What follows belongs to an exercise in optimizing a design on an open flow for small area, a short achievable clock period and few clock cycles per item; a production flow would make more cautious choices.
Where RTL was checked, it was by simulation tests only, not by an equivalence proof against the original.
Power is estimated from default activity; no workload was simulated.

==> v7 <==
## rtp_h264_depkt32
module rtp_h264_depkt32 (
    input  wire        clk,
    input  wire        rst,
    input  wire        cfg_strict_f,
    input  wire        cfg_zero_byte,
    input  wire        in_valid,
    output wire        in_ready,
    input  wire [31:0] in_data,
    input  wire [2:0]  in_cnt,
    input  wire        in_last,
    output wire        out_valid,
    input  wire        out_ready,
    output wire [31:0] out_data,
    output wire [2:0]  out_cnt,
    output wire        res_valid,
    output wire [2:0]  res_cause,
    output wire [4:0]  res_flags
);
    depkt_core core (
        .clk(clk), .rst(rst),
        .cfg_strict_f(cfg_strict_f), .cfg_zero_byte(cfg_zero_byte),
        .in_valid(in_valid), .in_ready(in_ready), .in_data(in_data), .in_cnt(in_cnt),
        .in_last(in_last),
        .out_valid(out_valid), .out_ready(out_ready), .out_data(out_data), .out_cnt(out_cnt),
        .res_valid(res_valid), .res_cause(res_cause), .res_flags(res_flags)
    );
endmodule
==> flow/config.mk <==
export PLATFORM = sky130hd
export DESIGN_NAME = rtp_h264_depkt32
export DESIGN_NICKNAME = rtp_h264_depkt32
export VERILOG_FILES = /design/flow/design.v
export SDC_FILE = /design/flow/constraint.sdc
export NUM_CORES = 4
export LEC_CHECK = 0
export ABC_AREA = 1
export CAP_MARGIN = 20
export CORE_MARGIN = 2
export CORE_UTILIZATION = 40
export SETUP_SLACK_MARGIN = 2.6
export SLEW_MARGIN = 20
==> flow/constraint.sdc <==
create_clock -name core_clock -period 7.0 [get_ports {clk}]
set_input_delay 1.4000 -clock core_clock [delete_from_list [all_inputs] [get_ports {clk}]]
set_output_delay 1.4000 -clock core_clock [all_outputs]
set_load 0.01 [all_outputs]
standard.sh (not shown) runs the stock make flow with config.mk's settings and CLKGATE_MAP_FILE= SYNTH_SCRIPT=/design/flow/synth_recipe.tcl, a recipe that flattens the netlist after the stock synthesis.
==> flow/flow/run.sh <==
#!/bin/bash
# The standard layout (standard.sh) with two changes:
#  - ABC maps for area (map -a) in synthesis: ORFS's scripts are copied and
#    their abc_area.script replaced with flow/abc_area.script (ABC_AREA is
#    set in config.mk); synthesis is otherwise the standard flow's own, so the registers
#    and their names are the standard synthesis's;
#  - the port buffers are buf_2 cells instead of the default delay buffers.
# The make output goes to standard.log; each step's log is under orfs/logs.
set -euo pipefail
rm -rf scripts_abc
cp -r "$FLOW_HOME/scripts" scripts_abc
cp flow/abc_area.script scripts_abc/abc_area.script
export SCRIPTS_DIR="$PWD/scripts_abc"
export BUFFER_PORTS_ARGS="-buffer_cell sky130_fd_sc_hd__buf_2"
bash standard.sh > standard.log 2>&1
==> flow/flow/abc_area.script <==
strash
dc2
dch
map -a
topo
stime -c
buffer -c
upsize -c
dnsize -c
==> v31 (differences from v7) <==
==> flow/flow/abc_area.script (replaced) <==
strash
dch
map -a
topo
stime -c
buffer -c
upsize -c
dnsize -c
- CORE_UTILIZATION: 40 -> 25
- SETUP_SLACK_MARGIN: 2.6 -> 2.9
==> comparison <==
v31 went through all stages and came out clean. v7 ran to the end with no violations.
Between v31 and v7, the lower final cell count is in v7 (gap 12%, measured against v7).
Of v7 and v31, v7 has the higher global-route usage (gap 9.7 points).
Against v7, the via count of v31 is higher by 1.7%.
Between v31 and v7, the lower combinational power is in v31 (gap about 56%, measured against v7).
Against v7, the design area of v31 is higher by about 13%.
Testbench counts of v7, summed over its fixed seeds: cycles 48,649, in bytes 177,094.
Testbench counts of v31, summed over its fixed seeds: cycles 48,649, in bytes 177,094.

---

==> build 61 <==
==> flow/design.v <==
module depkt_core (
    input  wire        clk,
    input  wire        rst,
    input  wire        cfg_strict_f,
    input  wire        cfg_zero_byte,
    input  wire        in_valid,
    output wire        in_ready,
    input  wire [31:0] in_data,
    input  wire [2:0]  in_cnt,
    input  wire        in_last,
    output wire        out_valid,
    input  wire        out_ready,
    output reg  [31:0] out_data,
    output reg  [2:0]  out_cnt,
    output wire        res_valid,
    output wire [2:0]  res_cause,
    output wire [4:0]  res_flags
);
    localparam [2:0] C_OK         = 3'd0;
    localparam [2:0] C_SHORT      = 3'd1;
    localparam [2:0] C_FBIT       = 3'd2;
    localparam [2:0] C_TRUNC_DON  = 3'd3;
    localparam [2:0] C_TRUNC_SIZE = 3'd4;
    localparam [2:0] C_TRUNC_EXTRA= 3'd5;
    localparam [2:0] C_ZERO_SIZE  = 3'd6;
    localparam [2:0] C_TRUNC_UNIT = 3'd7;
    localparam [2:0] S_IDLE  = 3'd0;    
    localparam [2:0] S_COPY  = 3'd1;    
    localparam [2:0] S_DRAIN = 3'd2;    
    localparam [2:0] S_SZ    = 3'd3;    
    localparam [2:0] S_HDR   = 3'd4;    
    localparam [2:0] S_UNIT  = 3'd5;    
    localparam [2:0] S_RES   = 3'd6;    
    reg  [2:0]  st;
    reg  [1:0]  p;           
    reg  [1:0]  at;          
    reg  [2:0]  k;           
    reg  [15:0] remain;      
    reg  [2:0]  err;         
    reg  [4:0]  flags;
    reg         ufbit;       
    function [4:0] classify(input [4:0] t);
        case (t)
            5'd1: classify = 5'b01000;    
            5'd5: classify = 5'b10000;    
            5'd6: classify = 5'b00100;    
            5'd7: classify = 5'b00001;    
            5'd8: classify = 5'b00010;    
            default: classify = 5'b00000;
        endcase
    endfunction
    function zero_type(input [4:0] t);
        zero_type = (t == 5'd6) || (t == 5'd7) || (t == 5'd8);
    endfunction
    wire [7:0] b0 = in_data[7:0];
    wire [7:0] b1 = in_data[15:8];
    wire [4:0] t0 = b0[4:0];
    wire is_single = (t0 != 5'd0) && (t0[4:3] != 2'b11);
    wire is_ag     = (t0[4:2] == 3'b110);
    wire is_fu     = (t0[4:1] == 4'b1110);
    wire is_fub    = t0[0];
    wire fu_start  = b1[7];
    wire [2:0] idle_err = (in_last && !in_cnt[2] && !(in_cnt[1] && in_cnt[0])) ? C_SHORT :
                          (cfg_strict_f && b0[7])                            ? C_FBIT :
                          (is_fu && is_fub && in_last && in_cnt == 3'd3)     ? C_TRUNC_DON : C_OK;
    wire [2:0] avail = in_cnt - {1'b0, p};
    reg  [1:0]  sh;
    reg  [31:0] shifted;
    always @(*) begin
        case (sh)
            2'd0: shifted = in_data;
            2'd1: shifted = {8'hxx, in_data[31:8]};
            2'd2: shifted = {16'hxxxx, in_data[31:16]};
            default: shifted = {24'hxxxxxx, in_data[31:24]};
        endcase
    end
    wire [7:0] hsel = shifted[7:0];                
    wire [2:0] runl     = (at == 2'd2) ? 3'd5 : (at == 2'd3) ? 3'd6 : 3'd2;
    wire [2:0] run_left = runl - k;
    wire [3:0] run_endp = {2'b00, p} + {1'b0, run_left};    
    wire       run_all  = (run_endp <= {1'b0, in_cnt});     
    wire [2:0] k_next   = run_all ? runl : k + avail;
    wire [15:0] size_next = {(k == 3'd0) ? hsel : remain[15:8],
                             (k == 3'd0) ? ((p != 2'd3) ? shifted[15:8] : remain[7:0]) :
                             (k == 3'd1) ? hsel : remain[7:0]};
    wire [3:0] unit_endp = {2'b00, p} + {1'b0, remain[2:0]};
    wire       unit_end  = (remain[15:3] == 13'd0) && (unit_endp <= {1'b0, in_cnt});
    wire [2:0] unit_n    = unit_end ? remain[2:0] : avail;
    wire [15:0] remain_next = remain - {14'd0, ~p} - 16'd1;
    reg        emit;         
    reg        prefix;       
    reg        fuhdr;        
    reg        zb4;          
    reg        bdone;        
    reg  [2:0] ncopy;        
    always @(*) begin
        emit   = 1'b0;
        prefix = 1'b0;
        fuhdr  = 1'b0;
        zb4    = 1'b0;
        bdone  = 1'b0;
        sh     = p;
        ncopy  = avail;
        case (st)
            S_IDLE: begin
                if (is_single) begin
                    emit   = 1'b1;
                    prefix = 1'b1;
                    zb4    = cfg_zero_byte && zero_type(t0);
                end else if (is_fu) begin
                    if (fu_start) begin
                        emit  = 1'b1;
                        fuhdr = 1'b1;
                        bdone = is_fub;
                    end else begin
                        emit  = !is_fub && (in_cnt[2] || (in_cnt[1] && in_cnt[0]));
                        bdone = 1'b1;
                        sh    = 2'd2;
                        ncopy = in_cnt - 3'd2;
                    end
                end else if (is_ag) begin
                    bdone = in_last && (t0[1:0] != 2'd0) && (in_cnt == 3'd3);
                end else begin
                    bdone = 1'b1;
                end
            end
            S_COPY: begin
                emit  = 1'b1;
                bdone = 1'b1;
            end
            S_DRAIN: bdone = 1'b1;
            S_SZ:    bdone = !run_all || (run_endp == {1'b0, in_cnt});
            S_HDR: begin
                if (remain != 16'd0) begin
                    emit   = 1'b1;
                    prefix = 1'b1;
                    zb4    = cfg_zero_byte && zero_type(hsel[4:0]);
                end
            end
            S_UNIT: begin
                emit   = 1'b1;
                ncopy  = unit_n;
                bdone  = !unit_end || (unit_endp == {1'b0, in_cnt});
            end
            default: ;
        endcase
    end
    wire active = in_valid && (st != S_RES);
    wire fire   = active && (!emit || out_ready);
    wire ending = fire && bdone && in_last;
    assign out_valid = active && emit;
    assign in_ready  = fire && bdone;
    assign res_valid = (st == S_RES) || (st == S_COPY && in_valid && in_last && out_ready);
    assign res_cause = (st == S_RES) ? err : C_OK;
    assign res_flags = (st == S_RES && err != C_OK) ? 5'd0 : flags;
    always @(*) begin
        if (prefix || fuhdr) begin
            out_data = {fuhdr ? {b0[7:5], b1[4:0]} : 8'h01,
                        zb4 ? 8'h00 : 8'h01, 16'h0000};
            out_cnt  = (fuhdr || zb4) ? 3'd4 : 3'd3;
        end else begin
            out_data = shifted;
            out_cnt  = ncopy;
        end
    end
    reg [2:0] end_cause;
    always @(*) begin
        case (st)
            S_IDLE: end_cause = idle_err;
            S_SZ:   end_cause = (k_next == 3'd1) ? C_TRUNC_SIZE :
                                (k_next != runl) ? C_TRUNC_EXTRA :
                                (size_next == 16'd0) ? C_ZERO_SIZE : C_TRUNC_UNIT;
            S_UNIT: end_cause = !unit_end ? C_TRUNC_UNIT : ufbit ? C_FBIT : C_OK;
            default: end_cause = err;
        endcase
    end
    always @(posedge clk) begin
        if (rst) begin
            st <= S_IDLE;
            p  <= 2'd0;
        end else if (st == S_RES) begin
            st <= S_IDLE;
        end else if (fire) begin
            case (st)
                S_IDLE: begin
                    err   <= idle_err;
                    ufbit <= 1'b0;
                    flags <= 5'd0;
                    k     <= 3'd0;
                    at    <= t0[1:0];
                    if (is_single) begin
                        flags <= classify(t0);
                        st    <= S_COPY;
                    end else if (is_fu) begin
                        if (fu_start)
                            flags <= classify(b1[4:0]);
                        st <= S_COPY;
                        if (fu_start && !is_fub)
                            p <= 2'd2;
                    end else if (is_ag) begin
                        st <= S_SZ;
                        p  <= (t0[1:0] == 2'd0) ? 2'd1 : 2'd3;
                    end else
                        st <= S_DRAIN;
                    if (idle_err != C_OK)
                        st <= S_DRAIN;
                end
                S_SZ: begin
                    k      <= k_next;
                    remain <= size_next;
                    p      <= p + avail[1:0];
                    if (run_all) begin
                        st <= S_HDR;
                        p  <= p + run_left[1:0];
                    end
                end
                S_HDR: begin
                    if (remain == 16'd0) begin
                        err <= C_ZERO_SIZE;
                        st  <= S_DRAIN;
                    end else begin
                        flags <= flags | classify(hsel[4:0]);
                        ufbit <= cfg_strict_f && hsel[7];
                        st    <= S_UNIT;
                    end
                end
                S_UNIT: begin
                    remain <= remain_next;
                    p      <= p + unit_n[1:0];
                    if (unit_end) begin
                        k <= 3'd0;
                        if (ufbit) begin
                            err <= C_FBIT;
                            st  <= S_DRAIN;
                        end else
                            st <= S_SZ;
                    end
                end
                default: ;
            endcase
            if (bdone)
                p <= 2'd0;
            if (ending && st != S_COPY) begin
                st  <= S_RES;
                err <= end_cause;
            end else if (ending)
                st <= S_IDLE;
        end
    end
endmodule
module rtp_h264_depkt32 (
    input  wire        clk,
    input  wire        rst,
    input  wire        cfg_strict_f,
    input  wire        cfg_zero_byte,
    input  wire        in_valid,
    output wire        in_ready,
    input  wire [31:0] in_data,
    input  wire [2:0]  in_cnt,
    input  wire        in_last,
    output wire        out_valid,
    input  wire        out_ready,
    output wire [31:0] out_data,
    output wire [2:0]  out_cnt,
    output wire        res_valid,
    output wire [2:0]  res_cause,
    output wire [4:0]  res_flags
);
    reg        bv;           
    reg [31:0] bdata;
    reg [2:0]  bcnt;
    reg        blast;
    reg        bstrict;      
    reg        bzero;
    wire       c_ready;
    assign in_ready = !bv || c_ready;
    always @(posedge clk) begin
        if (rst)
            bv <= 1'b0;
        else if (in_ready)
            bv <= in_valid;
        if (in_ready) begin
            bdata   <= in_data;
            bcnt    <= in_cnt;
            blast   <= in_last;
            bstrict <= cfg_strict_f;
            bzero   <= cfg_zero_byte;
        end
    end
    depkt_core core (
        .clk(clk), .rst(rst),
        .cfg_strict_f(bstrict), .cfg_zero_byte(bzero),
        .in_valid(bv), .in_ready(c_ready), .in_data(bdata), .in_cnt(bcnt),
        .in_last(blast),
        .out_valid(out_valid), .out_ready(out_ready), .out_data(out_data), .out_cnt(out_cnt),
        .res_valid(res_valid), .res_cause(res_cause), .res_flags(res_flags)
    );
endmodule
==> flow/run.sh <==
#!/bin/bash
# synth_recipe.tcl (not shown) runs the flow's synth.tcl, then flattens the netlist and writes it again
# the make line also repeats each setting of config.mk as NAME=value (left out here)
make -C /OpenROAD-flow-scripts/flow DESIGN_CONFIG=/design/flow/config.mk WORK_HOME=/design/flow/orfs CLKGATE_MAP_FILE= SYNTH_SCRIPT=/design/flow/synth_recipe.tcl finish
==> flow/config.mk <==
export PLATFORM = sky130hd
export DESIGN_NAME = rtp_h264_depkt32
export DESIGN_NICKNAME = rtp_h264_depkt32
export VERILOG_FILES = /design/flow/design.v
export SDC_FILE = /design/flow/constraint.sdc
export NUM_CORES = 4
export LEC_CHECK = 0
export CAP_MARGIN = 20
export CORE_MARGIN = 2
export CORE_UTILIZATION = 40
export SETUP_SLACK_MARGIN = 2
export SLEW_MARGIN = 20
==> flow/constraint.sdc <==
create_clock -name core_clock -period 7.0 [get_ports {clk}]
set_input_delay 1.4000 -clock core_clock [delete_from_list [all_inputs] [get_ports {clk}]]
set_output_delay 1.4000 -clock core_clock [all_outputs]
set_load 0.01 [all_outputs]
==> inputs of build 54, as changes to build 61 <==
--- a/flow/design.v
+++ b/flow/design.v
@@ -268,28 +268,7 @@
 );
-    reg        bv;           
-    reg [31:0] bdata;
-    reg [2:0]  bcnt;
-    reg        blast;
-    reg        bstrict;      
-    reg        bzero;
-    wire       c_ready;
-    assign in_ready = !bv || c_ready;
-    always @(posedge clk) begin
-        if (rst)
-            bv <= 1'b0;
-        else if (in_ready)
-            bv <= in_valid;
-        if (in_ready) begin
-            bdata   <= in_data;
-            bcnt    <= in_cnt;
-            blast   <= in_last;
-            bstrict <= cfg_strict_f;
-            bzero   <= cfg_zero_byte;
-        end
-    end
     depkt_core core (
         .clk(clk), .rst(rst),
-        .cfg_strict_f(bstrict), .cfg_zero_byte(bzero),
-        .in_valid(bv), .in_ready(c_ready), .in_data(bdata), .in_cnt(bcnt),
-        .in_last(blast),
+        .cfg_strict_f(cfg_strict_f), .cfg_zero_byte(cfg_zero_byte),
+        .in_valid(in_valid), .in_ready(in_ready), .in_data(in_data), .in_cnt(in_cnt),
+        .in_last(in_last),
         .out_valid(out_valid), .out_ready(out_ready), .out_data(out_data), .out_cnt(out_cnt),
==> results_tabular.tex <==
\begin{tabular}{lr}
\hline
Metric & Value \\
\hline
\multicolumn{2}{l}{\textbf{Layout}} \\
Fin nets & 744 \\
Fraction of the core area covered by cells at the end of the flow & 0.538 \\
Proportion of layout cells with a drive suffix above 1 & 0.181 \\
\multicolumn{2}{l}{\textbf{Drt}} \\
Count of TritonRoute iterations in the first routing pass & 7 \\
\multicolumn{2}{l}{\textbf{Floorplanning}} \\
Tap Count & 143 \\
\multicolumn{2}{l}{\textbf{Run status}} \\
Outcome & no timing/DRC/antenna violations \\
\hline
\end{tabular}
the above is filed under build 54

==> results_tabular.tex <==
\begin{tabular}{lr}
\hline
Metric & Value \\
\hline
\multicolumn{2}{l}{\textbf{Layout}} \\
Fraction of the core area covered by cells at the end of the flow & 0.522 \\
Fin nets & 817 \\
Proportion of layout cells with a drive suffix above 1 & 0.148 \\
\multicolumn{2}{l}{\textbf{Run status}} \\
Outcome & no timing/DRC/antenna violations \\
\hline
\end{tabular}
the above is filed under build 61

No functional check of the RTL was part of any run of this note.

[afterwards: timing with drivers on the ports]
The flow's constraints put no driver on any port. The routed layouts listed below were extracted and timed again, unchanged, in two steps. Step 1: set_driving_cell puts a clkbuf_16 on clk and a buf_2 on each other input, an assumption about the parent block. Step 2 times the ports against the registers' clock, not the clock port: input delays grow and output delays shrink by t, the midpoint of the rising clock arrivals with the driver on. Slacks: ideal / step 1 / step 2; pairs: ideal / step 1.
| run | t (ns) | slack for setup (ns) | worst setup path after step 2 | worst register clock-pin slew, ns | worst data-port slew with drivers (ns) |
|---|---|---|---|---|---|
| v7 | 0.326 | 2.789 / 2.754 / 2.769 | input to output | 0.08 / 0.08 | 0.05 |
| v31 | 0.333 | 2.917 / 2.866 / 2.866 | input to output | 0.06 / 0.06 | 0.05 |
| build 61 | 0.393 | 2.060 / 2.018 / 2.253 | register to register | 0.07 / 0.07 | 0.04 |
| build 54 | 0.337 | 1.928 / 1.886 / 1.856 | input to register | 0.06 / 0.06 | 0.05 |
After both steps every run listed still meets setup and hold. The setup slack of build 54, which loses most, moves by -0.042 ns with the drivers and by -0.072 ns with both steps.
